Context: an optimization exercise on an open-source flow, tuned for small area, a short achievable clock period and few clock cycles. The choices shown serve that exercise and are no tape-out recipe.
No run shown here included a check of the RTL's function; only the layout flow was run.
Power is estimated from default activity; no workload was simulated.

`flow/run.sh`:
```
#!/bin/bash
# synth_recipe.tcl (not shown) runs the flow's synth.tcl, then flattens the netlist and writes it again
# the make line also repeats each setting of config.mk as NAME=value (left out here)
make -C /OpenROAD-flow-scripts/flow DESIGN_CONFIG=/design/flow/config.mk WORK_HOME=/design/flow/orfs CLKGATE_MAP_FILE= SYNTH_SCRIPT=/design/flow/synth_recipe.tcl finish
```
`flow/constraint.sdc`:
```
create_clock -name core_clock -period 5.0 [get_ports {clk}]
set_input_delay 1.0000 -clock core_clock [delete_from_list [all_inputs] [get_ports {clk}]]
set_output_delay 1.0000 -clock core_clock [all_outputs]
set_load 0.01 [all_outputs]
```
`flow/design.v`:
```
module lsxgt_value_encoder (
    input  wire        clk,
    input  wire        rst,         
    input  wire [2:0]  dt,          
    input  wire        in_valid,
    output wire        in_ready,
    input  wire [7:0]  in_data,     
    input  wire        in_end,      
    output wire        out_valid,
    input  wire        out_ready,
    output wire [7:0]  out_data,    
    output wire        out_end,     
    output wire [1:0]  out_err,     
    output wire [15:0] out_pos      
);
    localparam [1:0] K_BLK = 2'd1,    
                     K_END = 2'd2,    
                     K_ERR = 2'd3;    
    reg  [71:0] ps;         
    reg         fresh;      
    reg         bad;        
    reg         ovf;        
    reg  [2:0]  pdt;        
    reg  [15:0] pos;        
    reg         drain;      
    reg         hold;       
    reg  [1:0]  hkind;
    reg         hend;
    reg  [1:0]  hcode;
    reg  [71:0] os;         
    reg  [7:1]  oc;         
    reg  [2:0]  olastidx;   
    reg         obusy, oH0, oH1, oV, oE;
    reg  [2:0]  oidx;       
    reg         olast;      
    reg         oend;       
    reg  [1:0]  oerr;
    reg  [2:0]  odt;
    reg  [7:0]  ob;         
    function [3:0] carry10;
        input [8:0] x;
        begin
            carry10[3] = (x >= 9'd205);
            carry10[2] = (x >= 9'd103) && (x < 9'd205);
            carry10[1] = ((x >= 9'd52) && (x < 9'd103)) || ((x >= 9'd154) && (x < 9'd205)) ||
                         (x >= 9'd256);
            carry10[0] = ((x >= 9'd26) && (x < 9'd52)) || ((x >= 9'd77) && (x < 9'd103)) ||
                         ((x >= 9'd128) && (x < 9'd154)) || ((x >= 9'd180) && (x < 9'd205)) ||
                         ((x >= 9'd231) && (x < 9'd256));
        end
    endfunction
    reg [71:0] n_ps;
    reg        ovf_set;
    integer j;
    always @(*) begin : step
        reg [8:0]  v, vp;
        reg [3:0]  b;
        reg [8:0]  s;
        reg        h0;
        for (j = 0; j < 8; j = j + 1) begin
            v  = fresh ? 9'd0 : ps[9*j +: 9];
            vp = (fresh || j == 0) ? 9'd0 : ps[9*(j-1) +: 9];
            b  = (j == 0) ? in_data[3:0] : carry10(vp);
            s  = {v[5:0], 3'd0} + {v[7:0], 1'd0} + {5'd0, b};
            h0 = v[5] ^ v[7] ^ (({1'b0, v[4:0]} + {1'b0, v[6:2]}) >> 5);
            n_ps[9*j +: 9] = {s[8] ^ h0, s[7:0]};
        end
        ovf_set = !fresh && (ps[71:63] >= 9'd26);
    end
    reg [8:0] pcy;
    always @(*) begin : pcarry
        reg [8:0] v;
        pcy[0] = 1'b0;
        for (j = 0; j < 8; j = j + 1) begin
            v = ps[9*j +: 9];
            pcy[j+1] = v[8] | ((&v[7:0]) & pcy[j]);
        end
    end
    wire pc = pcy[8];
    reg [7:0] onz;
    reg [7:0] ge;
    reg [7:1] ocn;
    always @(*) begin : ocarry
        reg [8:0] v;
        reg       any;
        reg       c;
        c = 1'b0;
        for (j = 0; j < 8; j = j + 1) begin
            v = os[9*j +: 9];
            onz[j] = (v != 9'd0);
            if (j > 0) ocn[j] = c;
            c = v[8] | ((&v[7:0]) & c);
        end
        any = 1'b0;
        ge[0] = 1'b1;
        for (j = 7; j >= 1; j = j - 1) begin
            any = any | onz[j];
            ge[j] = any | ocn[j];
        end
    end
    reg [2:0] lastidx;
    reg       novalue;
    always @(*) begin
        novalue = 1'b0;
        case (odt)
            3'd0: lastidx = 3'd0;
            3'd1: begin
                lastidx = ge[7] ? 3'd7 : ge[5] ? 3'd5 : ge[3] ? 3'd3 : 3'd1;
                novalue = !ge[1];
            end
            3'd2: lastidx = ge[6] ? 3'd7 : ge[4] ? 3'd5 : ge[2] ? 3'd3 : 3'd1;
            3'd3: lastidx = ge[4] ? 3'd7 : 3'd3;
            default: lastidx = 3'd7;
        endcase
    end
    wire [2:0] nidx = oH1 ? 3'd0 : (oidx + 3'd1);
    wire [7:0] nsel = os[9*nidx +: 8];
    wire [7:0] ocx = {oc, 1'b0};
    wire [7:0] nbyte = nsel + {7'd0, ocx[nidx]};
    wire beat_in = in_valid && in_ready;
    wire is_comma = (in_data == 8'h2C);
    wire is_digit = (in_data >= 8'h30) && (in_data <= 8'h39);
    wire term = in_end || is_comma;
    wire act = beat_in && term && !drain;
    wire p_unknown = (pdt >= 3'd5);
    wire p_err = p_unknown || bad || ovf || pc;
    wire now_item = act && (!fresh || in_end);
    wire [1:0] now_kind = fresh ? K_END : (p_err ? K_ERR : K_BLK);
    wire [1:0] now_code = p_unknown ? 2'd2 : 2'd1;
    wire ofinal = oE || (olast && !oend);
    wire deliver = obusy && out_ready;
    wire can_load = !obusy || (out_ready && ofinal);
    wire       item  = hold || now_item;
    wire [1:0] ikind = hold ? hkind : now_kind;
    wire       iend  = hold ? hend : in_end;
    wire [1:0] icode = hold ? hcode : now_code;
    wire load = can_load && item;
    wire attach = !hold && now_item && (now_kind == K_END) && !can_load && !oE && !oend;
    wire go_hold = !hold && now_item && !can_load && !attach;
    always @(posedge clk) begin
        if (rst) begin
            fresh <= 1'b1;
            bad   <= 1'b0;
            ovf   <= 1'b0;
            pos   <= 16'd0;
            drain <= 1'b0;
            hold  <= 1'b0;
        end else begin
            if (beat_in && !term) begin
                fresh <= 1'b0;
                if (!is_digit) bad <= 1'b1;
                if (ovf_set) ovf <= 1'b1;
            end
            if (act) begin
                fresh <= 1'b1;
                bad   <= 1'b0;
                ovf   <= 1'b0;
                if (!fresh && p_err)
                    drain <= !in_end;
                else
                    pos <= in_end ? 16'd0 : pos + 16'd1;
            end
            if (beat_in && drain && in_end) begin
                drain <= 1'b0;
                fresh <= 1'b1;
                bad   <= 1'b0;
                ovf   <= 1'b0;
                pos   <= 16'd0;
            end
            if (deliver && oE && (oerr != 2'd0))
                pos <= 16'd0;
            if (go_hold)
                hold <= 1'b1;
            else if (can_load)
                hold <= 1'b0;
        end
        if (beat_in && !term) begin
            ps  <= n_ps;
            pdt <= dt;
        end
        if (go_hold) begin
            hkind <= now_kind;
            hend  <= in_end;
            hcode <= now_code;
        end
        if (can_load) begin
            os  <= ps;
            odt <= pdt;
        end
        if (rst) begin
            obusy <= 1'b0;
            oH0 <= 1'b0; oH1 <= 1'b0; oV <= 1'b0; oE <= 1'b0;
            oerr <= 2'd0;
        end else if (can_load) begin
            obusy <= item;
            oH0   <= item && (ikind == K_BLK);
            oH1   <= 1'b0;
            oV    <= 1'b0;
            oE    <= item && (ikind != K_BLK);
            oerr  <= (item && ikind == K_ERR) ? icode : 2'd0;
            oend  <= iend;
            olast <= 1'b0;
            ob    <= (pdt == 3'd0) ? 8'h01 : 8'h20;
        end else begin
            if (attach)
                oend <= 1'b1;
            if (deliver) begin
                if (oH0) begin
                    oH0   <= 1'b0;
                    oH1   <= 1'b1;
                    ob    <= 8'h00;
                    olast <= novalue;
                    oc    <= ocn;
                    olastidx <= lastidx;
                end
                if (oH1 || oV) begin
                    if (olast) begin
                        oH1 <= 1'b0;
                        oV  <= 1'b0;
                        oE  <= 1'b1;
                    end else begin
                        oH1   <= 1'b0;
                        oV    <= 1'b1;
                        oidx  <= nidx;
                        ob    <= nbyte;
                        olast <= (nidx == olastidx);
                    end
                end
            end
        end
    end
    assign in_ready  = !hold && !(oE && (oerr != 2'd0));
    assign out_valid = obusy;
    assign out_end   = oE;
    assign out_data  = ob;
    assign out_err   = oerr;
    assign out_pos   = (oerr != 2'd0) ? pos : 16'd0;
endmodule
```
`flow/config.mk`:
```
export PLATFORM = sky130hd
export DESIGN_NAME = lsxgt_value_encoder
export DESIGN_NICKNAME = lsxgt_value_encoder
export VERILOG_FILES = /design/flow/design.v
export SDC_FILE = /design/flow/constraint.sdc
export NUM_CORES = 4
export LEC_CHECK = 0
export CAP_MARGIN = 20
export CORE_MARGIN = 2
export CORE_UTILIZATION = 40
export SLEW_MARGIN = 20
```
==> flow_metrics.py, run 1 <==
metrics = {
    "status": {
        "status": "finished clean",
    },
    "final_layout": {
        "area_growth_pct": 13.5,
        "area.sequential_um2": 5910,
        "nets": 1408,
        "final_layout_size_suffix_gt1_share_pct": 7.14,
        "final_area_um2": 14900,
        "diodes": 0,
        "final_common_cell": "edfxtp_1",
        "layout_common_cells": "edfxtp_1 (178), ha_1 (102), nor2_1 (92)",
        "multiInputGateArea_um2": 6750,
        "n_fill_cell": 3004,
    },
    "global_route": {
        "grt_max_degree": 54,
        "grt_pass1_vias": 9276,
        "grt-ovfl-total": 0,
        "grt_pass1_wl_um": 49800,
        "grt_antenna_before_repair": 0,
        "grt.total_usage_pct": 18.1,
    },
    "die": {
        "die_area_um2": 34200,
        "rows": 66,
        "ios": 45,
        "die_y_um": 185,
        "start_util_pct": 40.5,
        "coreArea_um2": 32400,
        "dieWidth_um": 185,
    },
    "critical_path": {
        "crit_fanout": 29,
        "endpoint_kind": "flop",
        "critical_path_class": "flop to flop",
        "r2r_cells": 14,
        "cp.required_ps": 5260,
        "critical_path_arrival_ps": 4160,
        "critPathLaunchType": "flop",
    },
    "synth": {
        "synth_nets": 1359,
        "synthFlopType": "edfxtp_1",
        "synth_edf_count": 178,
        "ys_warn_count": 2,
        "synth-seq-cells": 206,
        "ys_seq_area_share_pct": 45.1,
        "yosysUniqueCellTypes": 85,
        "synthesis.area_um2": 13100,
        "synthCells": 1209,
        "async_flop_share_pct": 0,
        "syn_area_per_cell_um2": 10.8,
    },
    "routing": {
        "routed_wirelength_um": 30000,
        "ant_nets": 0,
        "vias": 9562,
        "wire_per_inst_um": 17.5,
        "drt-vias-per-instance": 5.57,
        "drt_pass1_iterations": 5,
        "first_iter_violations": 838,
        "drc_errors": 0,
    },
    "place": {
        "pre_cts_slack_ps": 1160,
        "hpwl_um": 22200,
        "placed_area_um2": 14000,
        "port_buffers": 44,
        "place_congestion": 0.922,
    },
    "flow_run": {
        "maxCapViolations": 0,
    },
    "sta": {
        "worstMarginPinSlew_ps": 1020,
        "fin_skew_ps": 15.2,
        "period_share_pct": 77.9,
        "fin_setup_tns_ps": 0,
        "setup_violations": 0,
        "fin_crit_ps": 3900,
        "hold_viol": 0,
        "slew_viol_final": 0,
        "rsz0062_at_grt": "false",
        "worst_slew_margin_rel_pct": 31.6,
        "setup_slack_ps": 1100,
        "fmax_ghz": 0.257,
    },
    "power": {
        "finalPower_mw": 4.26,
        "ir_drop_mv": 0.174,
        "p_leak_nw": 6.03,
        "powerDensity_nw_per_um2": 287,
    },
    "worst_hold_path": {
        "hold_path_depth": 2,
        "hp-class": "flop to flop",
    },
    "clock_tree": {
        "h-tree-depth": 1,
        "clk_pin_slew_ps": 60,
        "cts_resized": 0,
        "cts_tree": "done",
        "cts_root_buf": "clkbuf_16",
        "cts_sinks": 206,
        "clkLatencyLatePin_ps": 520,
        "cts_buffers": 24,
        "cts_hold_buffers": 0,
        "post-cts-setup-buffer-count": 0,
        "clk_path_buf_depth": 3,
    },
}
-- critical path: stages (launching register included) --
cell and delay (ps):
dfxtp_2 410, buf_4 260, buf_4 210, nor2b_1 380, o31ai_1 220, nor2_1 120, o21ai_0 170, fa_1 530
inv_1 60, fa_1 460, a21o_1 200, a21oi_1 240, o21bai_1 110, a21oi_1 180, xnor2_1 80
-- layout make-up --
cell class	instances	share of cell area, %
multi-input cells	892	45.4
flip-flops and latches	206	39.7
clock buffers	25	4.21
well taps	442	3.72
repair buffers	57	3.62
inverters	77	1.94
clock inverters	17	1.35
-- state kept, by name (all words and copies together) (netlist names), 2 cells and up --
name and flops:
oc 7, oidx 3, pos 16, os 72
olastidx 3, oerr 2, ps 72, pdt 3
hcode 2, odt 3, ob 8, hkind 2
-- cells by family after synthesis --
| kind of cell | synth area share, % |
|---|---|
| AO/OA/AOI/OAI | 14.9 |
| XOR/XNOR | 3.99 |
| adder cells (fa/ha/maj) | 14.6 |
| buffers and inverters | 3.46 |
| flip-flops | 45.1 |
| multiplexers | 2.45 |
| AND/OR/NAND/NOR | 15.5 |
-- power breakdown --
group / switching [mW] / internal [mW] / total [mW]
Combinational: 0.208 / 0.141 / 0.348
Sequential: 0.106 / 1.98 / 2.09
Clock: 0.713 / 1.11 / 1.83
-- stage by stage --
| stage | util, % | hold slack [ps] | instances |
|---|---|---|---|
| final | 45.9 | 460 | 1716 |
| after global routing | 45.9 | 470 | 1716 |
| after CTS | 45.9 | 456 | 1716 |
| after detailed placement | 43.4 | 448 | 1674 |
| after global placement | 43.4 | 444 | 1674 |
| after floorplan | - | 436 | 1209 |
-- metal layers --
metal | share of wire, % | wire, µm | global-route usage, % | vias up
met5 | 0 | 0 | 0 | -
met4 | 1.8 | 527 | 4.51 | 0
met3 | 4.5 | 1360 | 1.95 | 41
met2 | 46 | 13800 | 29.4 | 224
met1 | 48 | 14400 | 25.9 | 4664
li1 | - | - | - | 4633
-- synth_stat cells, drive strengths merged (8+ instances only) --
| cell type | number | area [µm²] |
|---|---|---|
| nand4 | 27 | 169 |
| clkbuf | 20 | 76.3 |
| nand2b | 9 | 56.3 |
| xor2 | 10 | 95.1 |
| mux2i | 13 | 130 |
| buf | 14 | 87.6 |
| nand3 | 31 | 155 |
| a21o | 16 | 120 |
| and2 | 10 | 62.6 |
| a31oi | 28 | 175 |
| nor3b | 9 | 77.6 |
| ha | 102 | 1280 |
| o22ai | 9 | 56.3 |
| o31ai | 8 | 73.8 |
| nor2b | 54 | 338 |
| edfxtp | 178 | 5350 |
| a21oi | 84 | 420 |
| nor2 | 94 | 363 |
| dfxtp | 28 | 561 |
| o21bai | 20 | 150 |
| o211ai | 20 | 165 |
| nor3 | 25 | 130 |
| nor4 | 21 | 144 |
| nand2 | 63 | 239 |
| inv | 76 | 285 |
| and3 | 8 | 55.1 |
| fa | 32 | 641 |
| xnor2 | 48 | 428 |
| o21ai | 48 | 240 |
-- path summary, 6_finish.rpt --
path         startpoint  endpoint  slack [ps]
max reg2reg       fresh    ps[71]        1100
max               fresh    ps[71]        1100
min                  oV        oV         460
min reg2reg          oV        oV         460
==> inputs of run 2 (changes only) <==
--- a/flow/design.v
+++ b/flow/design.v
@@ -59,10 +59,13 @@
         reg        h0;
         for (j = 0; j < 8; j = j + 1) begin
-            v  = fresh ? 9'd0 : ps[9*j +: 9];
-            vp = (fresh || j == 0) ? 9'd0 : ps[9*(j-1) +: 9];
+            v  = ps[9*j +: 9];
+            vp = (j == 0) ? 9'd0 : ps[9*(j-1) +: 9];
             b  = (j == 0) ? in_data[3:0] : carry10(vp);
             s  = {v[5:0], 3'd0} + {v[7:0], 1'd0} + {5'd0, b};
             h0 = v[5] ^ v[7] ^ (({1'b0, v[4:0]} + {1'b0, v[6:2]}) >> 5);
-            n_ps[9*j +: 9] = {s[8] ^ h0, s[7:0]};
+            if (fresh)
+                n_ps[9*j +: 9] = (j == 0) ? {5'd0, in_data[3:0]} : 9'd0;
+            else
+                n_ps[9*j +: 9] = {s[8] ^ h0, s[7:0]};
         end
         ovf_set = !fresh && (ps[71:63] >= 9'd26);
==> flow_metrics.py, run 2 <==
metrics = {
    "clock_tree": {
        "cts_resized": 0,
        "cts_root_buf": "clkbuf_16",
        "clk_pin_slew_ps": 60,
        "cts_sinks": 206,
        "clk_path_buf_depth": 3,
        "clkLatencyLatePin_ps": 520,
        "cts_hold_buffers": 0,
        "post-cts-setup-buffer-count": 0,
        "cts_tree": "done",
        "h-tree-depth": 1,
        "cts_buffers": 26,
    },
    "die": {
        "ios": 45,
        "coreArea_um2": 31700,
        "rows": 65,
        "die_y_um": 184,
        "die_area_um2": 33800,
        "start_util_pct": 40.8,
        "dieWidth_um": 184,
    },
    "place": {
        "place_congestion": 0.888,
        "port_buffers": 44,
        "hpwl_um": 20800,
    },
    "global_route": {
        "grt_max_degree": 44,
        "grt_use_met1_pct": 24.5,
        "grt_pass1_wl_um": 47500,
        "grt_antenna_before_repair": 0,
        "busiest_layer": "met2",
        "grt.total_usage_pct": 17.3,
        "grt_pass1_vias": 9005,
        "grt_use_met2_pct": 28.1,
        "grt-ovfl-total": 0,
        "grt_util_met3_pct": 2.40,
    },
    "final_layout": {
        "layout_common_cells": "edfxtp_1 (178), nor2_1 (115), ha_1 (107)",
        "area_growth_pct": 13.7,
        "reg_top3": "os (72), ps (72), pos (16)",
        "diodes": 0,
        "final_common_cell": "edfxtp_1",
        "area.sequential_um2": 5910,
        "nets": 1367,
        "final_layout_size_suffix_gt1_share_pct": 7.87,
        "n_fill_cell": 2911,
        "multiInputGateArea_um2": 6720,
    },
    "synth": {
        "ys_warn_count": 1,
        "synthCells": 1162,
        "synth_common_cells": "edfxtp_1 (178), nor2_1 (115), ha_1 (107)",
        "synth-seq-cells": 206,
        "yosysUniqueCellTypes": 75,
        "syn_area_per_cell_um2": 11.1,
        "synthesis.area_um2": 13000,
        "async_flop_share_pct": 0,
        "synth_nets": 1317,
        "synth_top_area_share_pct": 41.3,
        "ys_seq_area_share_pct": 45.6,
        "yosys-top-cells-area": "edfxtp_1 (41%), ha_1 (10%), fa_1 (4.9%)",
        "synth_edf_count": 178,
        "yosysMostFrequentCell": "edfxtp_1",
        "synthFlopType": "edfxtp_1",
        "yosys.area.top_type": "edfxtp_1",
    },
    "routing": {
        "vias": 9215,
        "first_iter_violations": 495,
        "ant_nets": 0,
        "drt-vias-per-instance": 5.64,
        "drt_pass1_iterations": 7,
        "routed_wirelength_um": 28800,
        "drc_errors": 0,
        "wire_per_inst_um": 17.6,
    },
    "critical_path": {
        "critical_path_arrival_ps": 3850,
        "critical_path_class": "flop to flop",
        "critPathLaunchType": "flop",
        "endpoint_kind": "flop",
        "cp.required_ps": 5250,
        "crit_fanout": 7,
    },
    "sta": {
        "rsz0062_at_grt": "false",
        "fin_skew_ps": 11.8,
        "worstMarginPinSlew_ps": 919,
        "period_share_pct": 72.0,
        "setup_violations": 0,
        "slew_viol_final": 0,
        "fin_setup_tns_ps": 0,
        "worst_slew_margin_rel_pct": 38.8,
        "fin_crit_ps": 3600,
        "hold_viol": 0,
        "fmax_ghz": 0.278,
    },
    "power": {
        "pwr-share-clk_pct": 41.7,
        "p_sw_mw": 1.12,
        "finalPower_mw": 4.50,
        "ir_drop_mv": 0.178,
        "p_leak_nw": 5.77,
        "power_frac_comb_pct": 11.8,
        "intPower_mw": 3.37,
        "powerDensity_nw_per_um2": 305,
        "seq_power_share_pct": 46.5,
        "switching_share_pct": 25.0,
    },
    "status": {
        "status": "finished clean",
    },
    "worst_hold_path": {
        "hp-class": "flop to flop",
    },
    "flow_run": {
        "maxCapViolations": 0,
    },
}
==> run 2: path summary, 6_finish.rpt <==
kind	from	end	cells after the start	slack [ps]
worst min-delay path	oV	oV	2	460
worst max-delay path	ps[28]	ps[44]	14	1400
worst min register to register	oV	oV	2	460
worst max register to register	ps[28]	ps[44]	14	1400
==> run 2: cell families after synthesis <==
kind of cell / after synthesis / share of synthesized area, %
fa+ha+maj: 139 / 15.3
xor+xnor: 61 / 4.12
buf+inv: 87 / 2.71
compound gates: 280 / 15.4
mux: 30 / 2.52
flops: 206 / 45.6
simple gates: 359 / 14.4
==> run 2: power groups by stage <==
stage	combinational, mW	clock [mW]	sequential [mW]
after floorplan	0.422	0	2.07
after global placement	0.524	0	2.12
after detailed placement	0.534	0	2.12
after CTS	0.538	1.92	2.09
after global routing	0.609	2.00	2.10
final	0.531	1.88	2.09
==> run 2: critical path, cell delays in order (launching register included) <==
cell and delay (ps):
edfxtp_1 490, o211a_1 260, nor3_1 260, inv_1 80, a31oi_1 310, o31a_1 200, ha_1 230, ha_1 220
fa_1 400, a21o_1 170, a21o_1 200, a21o_1 170, a21oi_1 170, xnor2_1 130, nor2_1 50
==> run 2: per-layer routing <==
| metal | share of wire, % | routed length (µm) |
|---|---|---|
| met5 | 0 | 0 |
| met1 | 48 | 13900 |
| met2 | 45 | 13100 |
| met4 | 2.0 | 565 |
| met3 | 4.3 | 1240 |
==> run 2: layout make-up <==
cell class / count / share of cell area, %
clock inverters: 16 / 1.06
flip-flops and latches: 206 / 40.1
multi-input cells: 869 / 45.6
well taps: 402 / 3.42
repair buffers: 55 / 3.64
clock buffers: 32 / 4.78
inverters: 54 / 1.38
==> run 2: per-stage QoR <==
stage          cell area [µm²]  hold WS (ps)  utilization, %  setup slack [ps]  std cells
2_1_floorplan            13000           424               -               163       1162
3_3_place_gp             13900           448            43.7              1290       1585
3_5_place_dp             13900           450            43.7              1270       1585
4_1_cts                  14700           458            46.4              1400       1633
5_1_grt                  14700           486            46.4              1150       1634
6_report                 14700           456            46.4              1400       1634
==> inputs of run 3 (changes only) <==
--- a/flow/config.mk
+++ b/flow/config.mk
@@ -9,3 +9,4 @@
 export CORE_MARGIN = 2
 export CORE_UTILIZATION = 40
+export SETUP_SLACK_MARGIN = 1.8
 export SLEW_MARGIN = 20
==> flow_metrics.py, run 3 <==
metrics = {
    "clock_tree": {
        "clk_path_buf_depth": 3,
        "cts_buffers": 25,
        "cts_tree": "done",
        "cts_sinks": 206,
        "h-tree-depth": 1,
        "clk_pin_slew_ps": 60,
        "clkLatencyLatePin_ps": 530,
        "cts_root_buf": "clkbuf_16",
    },
    "synth": {
        "yosys.area.top_type": "edfxtp_1",
        "synthMuxAreaShare_pct": 2.52,
        "ys_warn_count": 1,
        "synthFlopType": "edfxtp_1",
        "synthAdderAreaFrac_pct": 15.3,
        "synth-seq-cells": 206,
        "synth-simple-area-share_pct": 14.4,
        "synth_top_area_share_pct": 41.3,
        "yosysMostFrequentCell": "edfxtp_1",
        "synth_nets": 1317,
        "async_flop_share_pct": 0,
        "yosysUniqueCellTypes": 75,
        "syn_area_per_cell_um2": 11.1,
        "synth_common_cells": "edfxtp_1 (178), nor2_1 (115), ha_1 (107)",
        "synth_top_family_by_area": "compound AO/OA/AOI/OAI gates",
        "yosys-top-cells-area": "edfxtp_1 (41%), ha_1 (10%), fa_1 (4.9%)",
        "synth_edf_count": 178,
        "ys_seq_area_share_pct": 45.6,
        "synthCells": 1162,
        "synth_compound_area_share_pct": 15.4,
        "synth_xor_area_share_pct": 4.12,
        "synthesis.area_um2": 13000,
    },
    "sta": {
        "fmax_ghz": 0.310,
        "slew_viol_final": 0,
        "setup_violations": 0,
        "hold_viol": 0,
        "fin_skew_ps": 17.8,
        "fin_setup_tns_ps": 0,
        "period_share_pct": 64.5,
        "rsz0062_at_grt": "true",
        "worstMarginPinSlew_ps": 905,
        "fin_crit_ps": 3220,
        "worst_slew_margin_rel_pct": 39.0,
        "setup_slack_ps": 1780,
    },
    "critical_path": {
        "cpPeakStageDelay_ps": 450,
        "critical_path_arrival_ps": 3480,
        "crit_fanout": 4,
        "critPathBufInv": 1,
        "critical_path_class": "flop to flop",
        "cp.required_ps": 5260,
        "endpoint_kind": "flop",
        "cp_cell_sequence": "buf_4 -> o211a_1 -> nor2_1 -> nor2_1 -> a221o_1 -> ha_1 -> ha_1 -> fa_2 -> a21o_1 -> a21o_1 -> a21o_1 -> a21oi_2 -> xnor2_1 -> nor2_1",
        "cp_slowest_cell": "edfxtp_1",
        "critPathLaunchType": "flop",
        "crit_family": "compound AO/OA/AOI/OAI gates",
    },
    "global_route": {
        "grt_pass1_wl_um": 50300,
        "grt-ovfl-total": 0,
        "grt_max_degree": 79,
        "grt_antenna_before_repair": 0,
        "grt.total_usage_pct": 18.4,
        "grt_pass1_vias": 9645,
    },
    "final_layout": {
        "n_fill_cell": 2795,
        "final_layout_size_suffix_gt1_share_pct": 23.0,
        "multiInputGateArea_um2": 7250,
        "nets": 1510,
        "area.sequential_um2": 5910,
        "final_common_cell": "edfxtp_1",
        "layout_common_cells": "edfxtp_1 (178), buf_4 (144), nor2_1 (111)",
        "area_growth_pct": 25.6,
        "reg_top3": "os (72), ps (72), pos (16)",
        "diodes": 0,
        "final_area_um2": 16300,
    },
    "die": {
        "die_area_um2": 33800,
        "dieWidth_um": 184,
        "die_y_um": 184,
        "start_util_pct": 40.8,
        "coreArea_um2": 31700,
        "ios": 45,
        "rows": 65,
    },
    "place": {
        "hpwl_um": 20600,
        "placed_area_um2": 13900,
        "pre_cts_slack_ps": 1290,
        "place_congestion": 0.876,
        "port_buffers": 44,
    },
    "status": {
        "status": "finished clean",
    },
    "routing": {
        "drt_pass1_iterations": 6,
        "vias": 9850,
        "drc_errors": 0,
        "routed_wirelength_um": 31700,
        "first_iter_violations": 621,
        "drt-vias-per-instance": 5.55,
        "wire_per_inst_um": 17.9,
        "ant_nets": 0,
    },
    "power": {
        "p_leak_nw": 6.44,
        "ir_drop_mv": 0.185,
        "powerDensity_nw_per_um2": 276,
    },
    "worst_hold_path": {
        "hp-class": "flop to flop",
    },
    "flow_run": {
        "maxCapViolations": 0,
    },
}
## run 3: cell counts after synthesis
Identical to the previous run, type by type.
## run 3: report_power, final
| group | total (mW) | leakage (nW) | internal, mW | switching (mW) |
|---|---|---|---|---|
| Combinational | 0.689 | 4.04 | 0.346 | 0.344 |
| Sequential | 2.07 | 2.01 | 1.97 | 0.107 |
| Clock | 1.73 | 0.381 | 1.01 | 0.714 |
## run 3: through the flow
stage                     instances  utilization (%)  power, mW  hold WS, ps
after floorplan                1162                -       2.50          424
after global placement         1585             43.9       2.65          452
after detailed placement       1585             43.9       2.66          457
after CTS                      1731             49.3       4.46          465
after global routing           1774             51.3       4.69          483
final                          1774             51.3       4.49          462
## run 3: final timing paths
check,start,slack [ps],endpoint,depth (start not counted)
setup / recovery,ps[47],1780,ps[62],14
hold / removal,oV,460,oV,2
setup reg to reg,ps[47],1780,ps[62],14
hold reg to reg,oV,460,oV,2
## run 3: logic make-up (layout without fill, tap and decap cells)
family	after synthesis	count (layout)
simple gates	359	359
xor+xnor	61	61
flops	206	206
buf+inv	87	297
mux	30	30
fa+ha+maj	139	139
compound gates	280	280
## run 3: metal layers
| layer | vias to the layer above | share of wire [%] | global-route usage (%) |
|---|---|---|---|
| li1 | 4804 | - | - |
| met1 | 4843 | 47 | 25.7 |
| met2 | 167 | 47 | 30.9 |
| met3 | 36 | 3.9 | 2.08 |
| met4 | 0 | 1.8 | 4.00 |
| met5 | - | 0 | 0 |
## run 3: cell type report
class / instances / area share, %
inverter: 54 / 1.25
clock inverter: 15 / 0.777
tap: 402 / 3.09
sequential: 206 / 36.3
multi-input combinational: 869 / 44.5
clock buffer: 29 / 3.94
timing repair buffer: 199 / 10.1
## run 3: timing repair
action | in CTS | in global routing
cloned | 0 | 1
hold buffers | 0 | 0
pin swaps | 45 | 90
endpoints found under the setup margin | 36 | 36
buffers inserted | 102 | 42
gates resized for setup | 43 | 63
## run 3: worst register-to-register path, delay by kind of cell, from the launching register on
kind,cells,cell delay (ps)
xor gates and xnor gates,1,120
adders and majority gates,3,750
AOI/OAI and AO/OA,6,1260
buffers and inverters,1,180
DFF,1,450
and+or+nand+nor,3,190
==> inputs of run 4 (changes only) <==
--- a/flow/config.mk
+++ b/flow/config.mk
@@ -9,4 +9,4 @@
 export CORE_MARGIN = 2
 export CORE_UTILIZATION = 40
-export SETUP_SLACK_MARGIN = 1.8
+export SETUP_SLACK_MARGIN = 2.5
 export SLEW_MARGIN = 20
==> flow_metrics.py, run 4 <==
metrics = {
    "place": {
        "hpwl_um": 20600,
        "port_buffers": 44,
        "place_congestion": 0.886,
        "pre_cts_slack_ps": 1060,
    },
    "final_layout": {
        "nets": 1570,
        "final_layout_size_suffix_gt1_share_pct": 32.6,
        "reg_top3": "os (72), ps (72), pos (16)",
        "layout_common_cells": "edfxtp_1 (178), buf_4 (175), nor2_1 (110)",
        "area_growth_pct": 34.8,
        "final_common_cell": "edfxtp_1",
        "diodes": 0,
    },
    "routing": {
        "routed_wirelength_um": 33100,
        "wire_per_inst_um": 18.0,
        "drc_errors": 0,
        "vias": 10200,
        "drt-vias-per-instance": 5.54,
        "ant_nets": 0,
        "first_iter_violations": 599,
        "drt_pass1_iterations": 5,
    },
    "synth": {
        "ys_seq_area_share_pct": 45.6,
        "synthesis.area_um2": 13000,
        "syn_area_per_cell_um2": 11.1,
        "synth_nets": 1317,
        "yosys.area.top_type": "edfxtp_1",
        "ys_warn_count": 1,
        "synthCells": 1162,
        "synth_common_cells": "edfxtp_1 (178), nor2_1 (115), ha_1 (107)",
        "synth_top_area_share_pct": 41.3,
        "synth_edf_count": 178,
        "yosysUniqueCellTypes": 75,
        "synth-seq-cells": 206,
        "async_flop_share_pct": 0,
        "yosysMostFrequentCell": "edfxtp_1",
        "yosys-top-cells-area": "edfxtp_1 (41%), ha_1 (10%), fa_1 (4.9%)",
        "synthFlopType": "edfxtp_1",
    },
    "critical_path": {
        "worstReg2RegStart": "ps[11]",
        "critical_path_class": "flop to flop",
        "crit_top_cell": "a21o_1",
        "crit_fanout": 6,
        "rrSetupSlack_ps": 1820,
        "cp_cell_sequence": "o211ai_1 -> nor2b_2 -> nor3_1 -> a311o_1 -> ha_2 -> ha_4 -> fa_2 -> a21o_1 -> a21o_1 -> a21o_1 -> a21oi_2 -> xnor2_1 -> nor2_1",
        "cpPeakStageDelay_ps": 510,
        "critPathLaunchType": "flop",
        "critical_path_arrival_ps": 3430,
        "r2r_cells": 13,
        "r2r_end": "ps[26]",
        "endpoint_kind": "flop",
        "cp.required_ps": 5250,
        "cp_slowest_cell": "edfxtp_1",
    },
    "sta": {
        "fmax_ghz": 0.314,
        "fin_setup_tns_ps": 0,
        "period_share_pct": 63.6,
        "slew_viol_final": 0,
        "fin_skew_ps": 9.63,
        "worst_slew_margin_rel_pct": 54.1,
        "setup_slack_ps": 1820,
        "hold_viol": 0,
        "rsz0062_at_grt": "true",
        "fin_crit_ps": 3180,
        "setup_violations": 0,
        "worstMarginPinSlew_ps": 684,
    },
    "worst_hold_path": {
        "min_to": "oV",
        "min_from": "oV",
        "hold_path_depth": 2,
        "hp-class": "flop to flop",
    },
    "status": {
        "status": "finished clean",
    },
    "clock_tree": {
        "cts_hold_buffers": 0,
        "cts_sinks": 206,
        "clk_path_buf_depth": 3,
        "cts_tree": "done",
        "clkLatencyLatePin_ps": 520,
        "clk_pin_slew_ps": 60,
        "cts_buffers": 25,
        "h-tree-depth": 1,
        "cts_root_buf": "clkbuf_16",
    },
    "die": {
        "start_util_pct": 40.8,
        "rows": 65,
        "die_y_um": 184,
        "die_area_um2": 33800,
        "coreArea_um2": 31700,
        "ios": 45,
        "dieWidth_um": 184,
    },
    "global_route": {
        "grt_pass1_vias": 10100,
        "grt_antenna_before_repair": 0,
        "grt-ovfl-total": 0,
        "grt.total_usage_pct": 19.4,
        "grt_pass1_wl_um": 53000,
        "grt_max_degree": 79,
    },
    "power": {
        "p_leak_nw": 7.05,
        "powerDensity_nw_per_um2": 281,
        "ir_drop_mv": 0.269,
    },
    "flow_run": {
        "maxCapViolations": 0,
    },
}
[run 4: cell count changes in the layout (fill, tap and decap cells not counted), moves of 7 or more]
cell / previous run / this run
xnor2_2: 1 / 13
buf_6: 9 / 31
clkdlybuf4s50_1: 44 / 18
a21oi_2: 18 / 25
clkbuf_2: 0 / 14
a21oi_1: 45 / 38
xnor2_1: 42 / 30
nor4_1: 19 / 11
ha_1: 90 / 83
dlygate4sd2_1: 0 / 8
buf_4: 144 / 175
[run 4: repair_timing]
item / 4_1_cts / 5_1_grt
gates resized for setup: 116 / 82
endpoints found under the setup margin: 162 / 110
cloned: 1 / 1
pin swaps: 63 / 39
buffers inserted: 163 / 45
[run 4: how the worst max path moves through the flow]
| stage | startpoint | end |
|---|---|---|
| floorplan | in_data[5] | pdt[0] |
| global placement | in_data[3] | pos[13] |
| detailed placement | in_data[3] | pos[13] |
| CTS | ps[36] | ps[53] |
| global route | ps[11] | ps[26] |
| finish | ps[11] | ps[26] |
[run 4: cell type report]
cell class	count	area (µm²)
multi-input cells	869	7680
repair buffers	259	2180
clock buffers	33	749
clock inverters	12	194
fillers	2650	14200
well taps	402	503
inverters	54	231
flip-flops and latches	206	5920
[run 4: cell families (layout without fill, tap and decap cells)]
group                      after synthesis  count (layout)  synth area share, %
muxes                                   30              30                 2.52
and+or+nand+nor                        359             359                 14.4
buffers and inverters                   87             358                 2.71
xor gates and xnor gates                61              61                 4.12
AOI/OAI and AO/OA                      280             280                 15.4
DFF                                    206             206                 45.6
adders and majority gates              139             139                 15.3
[run 4: worst max-delay path: cells and delay by family (launching register included)]
family	cells	cell delay [ps]
compound gates	6	1200
fa+ha+maj	3	750
flops	1	510
simple gates	3	330
xor+xnor	1	130
[run 4: report_power, final]
part | internal [mW] | switching [mW]
Sequential | 1.97 | 0.111
Combinational | 0.401 | 0.376
Clock | 1.31 | 0.735
Total | 3.68 | 1.22
[run 4: routing by layer]
| layer | global-route usage (%) | vias to the layer above | routed length [µm] | part of all wire [%] |
|---|---|---|---|---|
| li1 | - | 4932 | - | - |
| met1 | 26.2 | 4962 | 15100 | 46 |
| met2 | 33.2 | 223 | 15800 | 48 |
| met3 | 2.61 | 43 | 1470 | 4.4 |
| met4 | 4.64 | 0 | 669 | 2.0 |
| met5 | 0 | - | 0 | 0 |
[run 4: per-stage QoR]
step	utilization, %	instances	power [mW]	hold WS [ps]	area (µm²)
2_1_floorplan	-	1162	2.54	424	13500
3_5_place_dp	45.1	1580	2.70	454	14300
6_report	55.1	1835	4.90	460	17500
5_1_grt	55.1	1835	5.10	488	17500
4_1_cts	53.2	1789	4.88	462	16900
3_3_place_gp	45.1	1580	2.69	444	14300
==> inputs of run 5 (changes only) <==
==> flow/flow/run.sh (new file) <==
#!/bin/bash
# Standard layout, but with Yosys's adder cell mapping (ADDER_MAP_FILE) turned
# off so that ABC maps the arithmetic for speed itself.
set -euo pipefail
bash standard.sh ADDER_MAP_FILE= finish > standard_flow.log 2>&1
==> flow/standard.sh (new file) <==
#!/bin/bash
# synth_recipe.tcl (not shown) runs the flow's synth.tcl, then flattens the netlist and writes it again
# the make line also repeats each setting of config.mk as NAME=value (left out here)
make -C /OpenROAD-flow-scripts/flow DESIGN_CONFIG=/design/flow/config.mk WORK_HOME=/design/flow/orfs CLKGATE_MAP_FILE= SYNTH_SCRIPT=/design/flow/synth_recipe.tcl "${@:-finish}"
--- a/flow/config.mk
+++ b/flow/config.mk
@@ -6,7 +6,7 @@
 export NUM_CORES = 4
 export LEC_CHECK = 0
+export ABC_CLOCK_PERIOD_IN_PS = 1500
 export CAP_MARGIN = 20
 export CORE_MARGIN = 2
 export CORE_UTILIZATION = 40
-export SETUP_SLACK_MARGIN = 2.5
 export SLEW_MARGIN = 20
removed: flow/run.sh
==> flow_metrics.py, run 5 <==
metrics = {
    "status": {
        "status": "finished clean",
    },
    "power": {
        "power_frac_comb_pct": 11.5,
        "seq_power_share_pct": 46.6,
        "switching_share_pct": 26.8,
        "ir_drop_mv": 0.235,
        "powerDensity_nw_per_um2": 292,
        "intPower_mw": 3.33,
        "p_sw_mw": 1.22,
        "p_leak_nw": 5.33,
        "pwr-share-clk_pct": 41.9,
    },
    "synth": {
        "synth_top_area_share_pct": 37.7,
        "synth_edf_count": 178,
        "yosysUniqueCellTypes": 103,
        "syn_area_per_cell_um2": 9.16,
        "synth-seq-cells": 206,
        "ys_seq_area_share_pct": 41.7,
        "synth_common_cells": "edfxtp_1 (178), nor2_1 (167), nand2_1 (120)",
        "yosysMostFrequentCell": "edfxtp_1",
        "yosys-top-cells-area": "edfxtp_1 (38%), xnor2_1 (4.7%), nor2_1 (4.4%)",
        "synth_nets": 1564,
        "ys_warn_count": 1,
        "synthCells": 1548,
        "synthesis.area_um2": 14200,
        "yosys.area.top_type": "edfxtp_1",
        "async_flop_share_pct": 0,
        "synthFlopType": "edfxtp_1",
    },
    "die": {
        "coreArea_um2": 34700,
        "start_util_pct": 40.8,
        "die_y_um": 192,
        "ios": 45,
        "dieWidth_um": 192,
        "die_area_um2": 37000,
        "rows": 68,
    },
    "clock_tree": {
        "clk_path_buf_depth": 3,
        "clk_pin_slew_ps": 60,
        "cts_resized": 0,
        "cts_root_buf": "clkbuf_16",
        "cts_buffers": 25,
        "cts_hold_buffers": 0,
        "h-tree-depth": 1,
        "cts_tree": "done",
        "post-cts-setup-buffer-count": 0,
        "clkLatencyLatePin_ps": 520,
        "cts_sinks": 206,
    },
    "place": {
        "place_congestion": 0.860,
        "port_buffers": 44,
        "placed_area_um2": 14700,
        "post-place-cells": 1932,
        "hpwl_um": 23100,
    },
    "sta": {
        "worstMarginPinSlew_ps": 1070,
        "fin_skew_ps": 11.8,
        "setup_violations": 0,
        "period_share_pct": 70.9,
        "hold_viol": 0,
        "rsz0062_at_grt": "false",
        "fmax_ghz": 0.282,
        "fin_setup_tns_ps": 0,
        "fin_crit_ps": 3550,
        "worst_slew_margin_rel_pct": 28.5,
        "slew_viol_final": 0,
    },
    "routing": {
        "vias": 11700,
        "ant_nets": 0,
        "drt_pass1_iterations": 5,
        "drt-vias-per-instance": 5.92,
        "drc_errors": 0,
        "first_iter_violations": 1193,
        "wire_per_inst_um": 17.5,
        "routed_wirelength_um": 34700,
    },
    "critical_path": {
        "r2r_end": "ob[7]",
        "cp.required_ps": 5260,
        "worstReg2RegStart": "oidx[1]",
        "critical_path_arrival_ps": 3810,
        "cp_cell_sequence": "nand2b_1 -> a21oi_1 -> buf_4 -> a311o_1 -> a221oi_4 -> nand4_4 -> nor4_4 -> nor3_1 -> a211o_1",
        "crit_family": "compound AO/OA/AOI/OAI gates",
        "cpPeakStageDelay_ps": 980,
        "critPathLaunchType": "flop",
        "critical_path_class": "flop to flop",
        "critPathBufInv": 1,
        "crit_fanout": 26,
        "r2r_cells": 9,
        "endpoint_kind": "flop",
        "rrSetupSlack_ps": 1450,
        "cp_slowest_cell": "edfxtp_1",
    },
    "final_layout": {
        "diodes": 0,
        "reg_top3": "os (72), ps (72), pos (16)",
        "final_layout_size_suffix_gt1_share_pct": 6.83,
        "layout_common_cells": "edfxtp_1 (178), nor2_1 (167), nand2_1 (120)",
        "final_area_um2": 15600,
        "area_growth_pct": 10.1,
        "nets": 1520,
        "multiInputGateArea_um2": 7540,
        "area.sequential_um2": 5910,
        "final_common_cell": "edfxtp_1",
        "final_cells": 1978,
        "n_fill_cell": 3303,
    },
    "global_route": {
        "grt_max_degree": 91,
        "grt_pass1_wl_um": 56600,
        "grt_antenna_before_repair": 0,
        "grt-ovfl-total": 0,
        "grt_pass1_vias": 10700,
        "grt.total_usage_pct": 18.4,
    },
    "flow_run": {
        "maxCapViolations": 0,
    },
    "worst_hold_path": {
        "min_from": "bad",
        "hp-class": "flop to flop",
        "hold_path_depth": 2,
        "min_to": "bad",
    },
}
## run 5: cell families after synthesis
family                     share of synthesized area, %
DFF                                                41.7
AOI/OAI and AO/OA                                  22.6
and+or+nand+nor                                    19.7
xor gates and xnor gates                           7.29
adders and majority gates                         0.803
muxes                                              2.69
buffers and inverters                              5.17
## run 5: power groups by stage
stage	Combinational [mW]	Clock, mW	Sequential, mW
final	0.521	1.91	2.12
after global routing	0.582	2.01	2.14
after CTS	0.522	1.95	2.12
after detailed placement	0.519	0	2.15
after global placement	0.514	0	2.15
after floorplan	0.482	0	2.05
## run 5: how the worst max path moves through the flow
| stage | from | slack, ps | cells past startpoint | endpoint |
|---|---|---|---|---|
| after floorplan | out_ready | 790 | 5 | oend |
| after global placement | in_data[3] | 1110 | 7 | hcode[0] |
| after detailed placement | in_data[3] | 1060 | 7 | hkind[0] |
| after CTS | ps[10] | 1510 | 8 | pos[12] |
| after global routing | oidx[0] | 1240 | 8 | ob[7] |
| final | oidx[1] | 1450 | 9 | ob[7] |
## run 5: per-layer routing
metal	track usage (%)	part of all wire, %
met2	29.4	46
met5	0	0
met1	27.1	47
met4	3.46	1.3
met3	2.10	5.9
## run 5: worst reg2reg max path, stage by stage (launching register included)
cell      delay (ps)
edfxtp_1         980
nand2b_1         240
a21oi_1          190
buf_4            240
a311o_1          330
a221oi_4         430
nand4_4          190
nor4_4           350
nor3_1            90
a211o_1          230
## run 5: area by class of cell
class | instances | area share [%]
repair buffers | 52 | 3.29
clock buffers | 31 | 4.56
multi-input cells | 1167 | 48.3
clock inverters | 15 | 1.03
well taps | 455 | 3.65
flip-flops and latches | 206 | 37.9
inverters | 52 | 1.26
## run 5: metrics by stage
step	util [%]	power (mW)	worst slack, ps	hold slack (ps)
2_1_floorplan	-	2.53	785	421
3_5_place_dp	42.4	2.67	1060	453
6_report	44.9	4.55	1450	464
4_1_cts	44.9	4.59	1510	466
3_3_place_gp	42.4	2.67	1110	449
5_1_grt	44.9	4.73	1240	495
==> inputs of run 6 (changes only) <==
--- a/flow/config.mk
+++ b/flow/config.mk
@@ -10,3 +10,4 @@
 export CORE_MARGIN = 2
 export CORE_UTILIZATION = 40
+export SETUP_SLACK_MARGIN = 1.8
 export SLEW_MARGIN = 20
==> flow_metrics.py, run 6 <==
metrics = {
    "critical_path": {
        "critical_path_arrival_ps": 2100,
        "cpPeakStageDelay_ps": 560,
        "crit_fanout": 14,
        "cp_cell_sequence": "or2_2 -> a21oi_4 -> clkdlybuf4s50_1",
        "cp.required_ps": 4000,
        "critPathLaunchType": "flop",
        "endpoint_kind": "primary output",
        "critical_path_class": "flop to primary output",
        "cp_slowest_cell": "clkdlybuf4s50_1",
    },
    "sta": {
        "period_share_pct": 61.9,
        "fin_setup_tns_ps": 0,
        "slew_viol_final": 0,
        "rsz0062_at_grt": "true",
        "fin_crit_ps": 3100,
        "hold_viol": 0,
        "fin_skew_ps": 21.5,
        "fmax_ghz": 0.323,
        "setup_violations": 0,
        "setup_slack_ps": 1900,
        "worst_slew_margin_rel_pct": 27.7,
        "worstMarginPinSlew_ps": 1080,
    },
    "clock_tree": {
        "clk_pin_slew_ps": 60,
        "cts_sinks": 206,
        "cts_buffers": 24,
        "h-tree-depth": 1,
        "clk_path_buf_depth": 3,
        "cts_root_buf": "clkbuf_16",
        "clkLatencyLatePin_ps": 540,
        "cts_tree": "done",
    },
    "synth": {
        "syn_area_per_cell_um2": 9.16,
        "yosysUniqueCellTypes": 103,
        "ys_warn_count": 1,
        "synth_edf_count": 178,
        "synth_xor_area_share_pct": 7.29,
        "synth_top_family_by_area": "compound AO/OA/AOI/OAI gates",
        "ys_seq_area_share_pct": 41.7,
        "yosys.area.top_type": "edfxtp_1",
        "synth_common_cells": "edfxtp_1 (178), nor2_1 (167), nand2_1 (120)",
        "synthFlopType": "edfxtp_1",
        "synth-seq-cells": 206,
        "synthMuxAreaShare_pct": 2.69,
        "yosysMostFrequentCell": "edfxtp_1",
        "synth_compound_area_share_pct": 22.6,
        "synthCells": 1548,
        "async_flop_share_pct": 0,
        "synth_top_area_share_pct": 37.7,
        "yosys-top-cells-area": "edfxtp_1 (38%), xnor2_1 (4.7%), nor2_1 (4.4%)",
        "synthesis.area_um2": 14200,
        "synthAdderAreaFrac_pct": 0.803,
        "synth_nets": 1564,
        "synth-simple-area-share_pct": 19.7,
    },
    "routing": {
        "wire_per_inst_um": 17.7,
        "first_iter_violations": 1015,
        "drt-vias-per-instance": 5.90,
        "ant_nets": 0,
        "vias": 12000,
        "drc_errors": 0,
        "routed_wirelength_um": 36100,
        "drt_pass1_iterations": 5,
    },
    "place": {
        "place_congestion": 0.875,
        "post-place-cells": 1934,
        "port_buffers": 44,
        "pre_cts_slack_ps": 1090,
        "hpwl_um": 23100,
    },
    "final_layout": {
        "final_layout_size_suffix_gt1_share_pct": 10.9,
        "diodes": 0,
        "area_growth_pct": 13.4,
        "final_common_cell": "edfxtp_1",
        "final_cells": 2035,
        "layout_common_cells": "edfxtp_1 (178), nor2_1 (165), nand2_1 (120)",
        "nets": 1580,
        "multiInputGateArea_um2": 7620,
        "area.sequential_um2": 5910,
        "n_fill_cell": 3269,
        "reg_top3": "os (72), ps (72), pos (16)",
    },
    "global_route": {
        "grt.total_usage_pct": 19.1,
        "grt_max_degree": 91,
        "grt_pass1_wl_um": 58200,
        "grt_use_met1_pct": 28.3,
        "grt_pass1_vias": 11000,
        "grt_antenna_before_repair": 0,
        "grt-ovfl-total": 0,
        "grt_use_met2_pct": 30.1,
        "busiest_layer": "met2",
        "grt_util_met3_pct": 1.88,
    },
    "die": {
        "start_util_pct": 40.8,
        "ios": 45,
        "dieWidth_um": 192,
        "rows": 68,
        "die_area_um2": 37000,
        "coreArea_um2": 34700,
        "die_y_um": 192,
    },
    "power": {
        "powerDensity_nw_per_um2": 279,
        "ir_drop_mv": 0.258,
        "finalPower_mw": 4.49,
        "p_leak_nw": 5.62,
    },
    "status": {
        "status": "finished clean",
    },
    "flow_run": {
        "maxCapViolations": 0,
    },
    "worst_hold_path": {
        "hp-class": "flop to flop",
    },
}
run 6: cells by family (layout without fill, tap and decap cells):
family	after synthesis	in the layout
AOI/OAI and AO/OA	450	450
adders and majority gates	11	11
DFF	206	206
muxes	26	26
buffers and inverters	175	207
xor gates and xnor gates	118	118
and+or+nand+nor	562	562
run 6: metrics by stage:
step	instance area [µm²]	hold WS, ps	util, %
global placement	14700	448	42.5
finish	16100	463	46.3
CTS	15700	466	45.2
floorplan	14200	421	-
global route	16100	494	46.3
detailed placement	14700	452	42.5
run 6: routing by layer:
metal | up-vias | share of wire (%) | routed length (µm)
li1 | 5846 | - | -
met1 | 5801 | 47 | 17100
met2 | 325 | 46 | 16500
met3 | 39 | 5.1 | 1840
met4 | 0 | 1.6 | 589
met5 | - | 0 | 0
run 6: final cells by class:
class | count | share of cell area, %
Clock buffer | 26 | 3.78
Clock inverter | 16 | 1.24
Inverter | 52 | 1.22
Multi-Input combinational cell | 1167 | 47.4
Sequential cell | 206 | 36.8
Tap cell | 455 | 3.54
Timing Repair Buffer | 113 | 6.06
run 6: critical path: cells and delay by family, from the launching register on:
family | cells | cell delay [ps]
AOI/OAI and AO/OA | 1 | 240
and+or+nand+nor | 1 | 440
buffers and inverters | 1 | 560
DFF | 1 | 330
run 6: what timing repair did:
| item | in CTS | in global routing |
|---|---|---|
| setup buffers | 17 | 42 |
| endpoints found under the hold margin | 0 | 0 |
| gates resized for setup | 6 | 14 |
| setup endpoints to repair | 33 | 28 |
| hold buffers | 0 | 0 |
| pin swaps | 0 | 0 |
run 6: worst paths after layout:
check | start | endpoint | slack, ps | cells after the start
hold / removal | bad | bad | 460 | 2
hold reg to reg | bad | bad | 460 | 2
setup reg to reg | ps[9] | pos[15] | 1950 | 8
setup / recovery | oerr[1] | in_ready | 1900 | 3
run 6: power breakdown:
group	internal, mW	total, mW	switching, mW
combinational	0.258	0.581	0.323
clock	1.09	1.81	0.721
sequential	1.96	2.10	0.135
total	3.31	4.49	1.18
==> inputs of run 7 (changes only) <==
--- a/flow/config.mk
+++ b/flow/config.mk
@@ -10,4 +10,4 @@
 export CORE_MARGIN = 2
 export CORE_UTILIZATION = 40
-export SETUP_SLACK_MARGIN = 1.8
+export SETUP_SLACK_MARGIN = 2.5
 export SLEW_MARGIN = 20
==> flow_metrics.py, run 7 <==
metrics = {
    "status": {
        "status": "finished clean",
    },
    "critical_path": {
        "cp.required_ps": 5370,
        "critPathBufInv": 2,
        "critical_path_arrival_ps": 3310,
        "critical_path_class": "flop to flop",
        "cpPeakStageDelay_ps": 500,
        "crit_family": "compound AO/OA/AOI/OAI gates",
        "endpoint_kind": "flop",
        "worstReg2RegStart": "ps[1]",
        "cp_cell_sequence": "o211a_1 -> o41a_1 -> buf_6 -> nor3_4 -> and3_4 -> buf_4 -> o311ai_1 -> a22oi_1 -> o211a_1 -> mux2i_1",
        "crit_fanout": 6,
        "crit_start": "ps[1]",
        "critPathLaunchType": "flop",
        "cp_slowest_cell": "edfxtp_1",
        "crit_top_cell": "o211a_1",
    },
    "global_route": {
        "grt-ovfl-total": 0,
        "grt_max_degree": 50,
        "grt_antenna_before_repair": 0,
        "grt_pass1_vias": 12400,
        "grt_pass1_wl_um": 67000,
        "grt.total_usage_pct": 22.3,
    },
    "synth": {
        "synthCells": 1548,
        "ys_warn_count": 1,
        "yosys-top-cells-area": "edfxtp_1 (38%), xnor2_1 (4.7%), nor2_1 (4.4%)",
        "synth_edf_count": 178,
        "yosysUniqueCellTypes": 103,
        "async_flop_share_pct": 0,
        "synth_top_area_share_pct": 37.7,
        "ys_seq_area_share_pct": 41.7,
        "synthesis.area_um2": 14200,
        "synth-seq-cells": 206,
        "synth_common_cells": "edfxtp_1 (178), nor2_1 (167), nand2_1 (120)",
        "syn_area_per_cell_um2": 9.16,
        "yosys.area.top_type": "edfxtp_1",
        "synth_nets": 1564,
        "yosysMostFrequentCell": "edfxtp_1",
        "synthFlopType": "edfxtp_1",
    },
    "sta": {
        "worstMarginPinSlew_ps": 995,
        "setup_violations": 0,
        "rsz0062_at_grt": "true",
        "fin_crit_ps": 2940,
        "hold_viol": 0,
        "worst_slew_margin_rel_pct": 33.6,
        "fin_skew_ps": 15.6,
        "period_share_pct": 58.9,
        "fin_setup_tns_ps": 0,
        "fmax_ghz": 0.340,
        "worst_hold_slack_ps": 471,
        "slew_viol_final": 0,
        "setup_slack_ps": 2060,
    },
    "clock_tree": {
        "h-tree-depth": 1,
        "cts_buffers": 25,
        "cts_tree": "done",
        "clk_path_buf_depth": 3,
        "cts_sinks": 206,
        "cts_root_buf": "clkbuf_16",
        "clk_pin_slew_ps": 60,
        "cts_hold_buffers": 0,
        "clkLatencyLatePin_ps": 530,
    },
    "routing": {
        "first_iter_violations": 1341,
        "wire_per_inst_um": 19.7,
        "drt-vias-per-instance": 6.02,
        "vias": 13900,
        "drt_pass1_iterations": 6,
        "ant_nets": 0,
        "routed_wirelength_um": 45300,
        "drc_errors": 0,
    },
    "place": {
        "hpwl_um": 23500,
        "port_buffers": 44,
        "place_congestion": 0.867,
        "pre_cts_slack_ps": 1200,
    },
    "die": {
        "start_util_pct": 40.8,
        "die_area_um2": 37000,
        "rows": 68,
        "ios": 45,
        "dieWidth_um": 192,
        "die_y_um": 192,
        "coreArea_um2": 34700,
    },
    "worst_hold_path": {
        "min_from": "bad",
        "hp-class": "flop to flop",
    },
    "final_layout": {
        "final_util_pct": 57.1,
        "area_growth_pct": 39.8,
        "final_common_cell": "buf_4",
        "area.sequential_um2": 5920,
        "layout_common_cells": "buf_4 (268), edfxtp_1 (178), nor2_1 (152)",
        "multiInputGateArea_um2": 8980,
        "final_layout_size_suffix_gt1_share_pct": 34.7,
        "diodes": 0,
        "nets": 1846,
        "reg_top3": "os (72), ps (72), pos (16)",
        "n_fill_cell": 2845,
    },
    "power": {
        "ir_drop_mv": 0.240,
        "powerDensity_nw_per_um2": 249,
        "p_leak_nw": 7.53,
    },
    "flow_run": {
        "maxCapViolations": 0,
    },
}
[run 7: cells by family after synthesis]
| family | after synthesis | synth area share (%) |
|---|---|---|
| mux | 26 | 2.69 |
| buf+inv | 175 | 5.17 |
| xor+xnor | 118 | 7.29 |
| flops | 206 | 41.7 |
| compound gates | 450 | 22.6 |
| fa+ha+maj | 11 | 0.803 |
| simple gates | 562 | 19.7 |
[run 7: cell type report]
type | instances | share of cell area [%]
Clock buffer | 31 | 3.54
Inverter | 52 | 0.992
Tap cell | 455 | 2.87
Multi-Input combinational cell | 1170 | 45.3
Sequential cell | 206 | 29.9
Clock inverter | 14 | 0.910
Timing Repair Buffer | 375 | 16.5
[run 7: worst paths after layout]
check                              end  slack [ps]  depth (start not counted)
worst min register to register     bad         470                          2
worst max-delay path            ps[16]        2060                         10
worst max register to register  ps[16]        2060                         10
worst min-delay path               bad         470                          2
[run 7: repair_timing]
action,4_1_cts,5_1_grt
hold endpoints to repair,0,0
gates resized for setup,249,165
pin swaps,98,138
gates cloned,3,4
setup endpoints to repair,152,107
setup buffers,210,104
[run 7: power breakdown]
group,internal [mW],switching [mW],total [mW]
Combinational,0.431,0.489,0.921
Sequential,1.96,0.0946,2.06
Clock,1.20,0.754,1.96
Total,3.60,1.34,4.93
[run 7: through the flow]
| step | std cells | area [µm²] | power (mW) |
|---|---|---|---|
| 2_1_floorplan | 1548 | 14400 | 2.54 |
| 3_3_place_gp | 1937 | 14900 | 2.68 |
| 3_5_place_dp | 1937 | 14900 | 2.69 |
| 4_1_cts | 2195 | 18100 | 4.80 |
| 5_1_grt | 2303 | 19800 | 5.10 |
| 6_report | 2303 | 19800 | 4.93 |
[run 7: tightest hold or removal path: cells and delay by family, from the launching register on]
kind             cells  cell delay, ps
flip-flops           1             320
AO/OA/AOI/OAI        1              40
AND/OR/NAND/NOR      1              70
[run 7: layer usage]
layer	vias to the layer above	wire length [µm]	GRT usage, %
met5	-	0	0
met4	0	1350	5.73
met3	132	3050	2.67
met2	582	21400	37.0
met1	6765	19500	30.9
li1	6389	-	-

==> static timing again, ports no longer ideal <==
Ports are ideal in the flow. The routed layouts listed here were re-timed in OpenROAD. Step 1 assumes that a clkbuf_16 drives the clock port and a buf_2 every other input. Step 2, shift: input delay + t, output delay - t, t = (earliest + latest rising clock arrival at the registers) / 2. This alone moves slack from input paths to output paths. a / b / c = ideal / step 1 / step 2; a / b = the first two.
| run | t (ns) | setup slack, ns | hold slack, ns | worst setup path at the end | worst data-port slew with drivers (ns) |
|---|---|---|---|---|---|
| run 1 | 0.560 | 1.105 / 1.105 / 1.105 | 0.460 / 0.460 / 0.460 | register to register | 0.04 |
| run 2 | 0.565 | 1.401 / 1.401 / 1.291 | 0.456 / 0.456 / 0.456 | input to register | 0.03 |
| run 3 | 0.571 | 1.776 / 1.776 / 1.380 | 0.462 / 0.462 / 0.462 | input to register | 0.03 |
| run 4 | 0.560 | 1.818 / 1.818 / 1.758 | 0.460 / 0.460 / 0.460 | input to register | 0.03 |
| run 5 | 0.570 | 1.454 / 1.454 / 1.047 | 0.464 / 0.464 / 0.464 | input to register | 0.04 |
| run 6 | 0.577 | 1.904 / 1.852 / 1.402 | 0.463 / 0.463 / 0.463 | input to register | 0.04 |
| run 7 | 0.571 | 2.056 / 2.056 / 1.735 | 0.471 / 0.471 / 0.471 | input to register | 0.05 |
After both steps setup and hold are still met in every run listed. For run 6, which loses most, drivers alone change the setup slack by -0.052 ns; drivers and shift together by -0.502 ns.
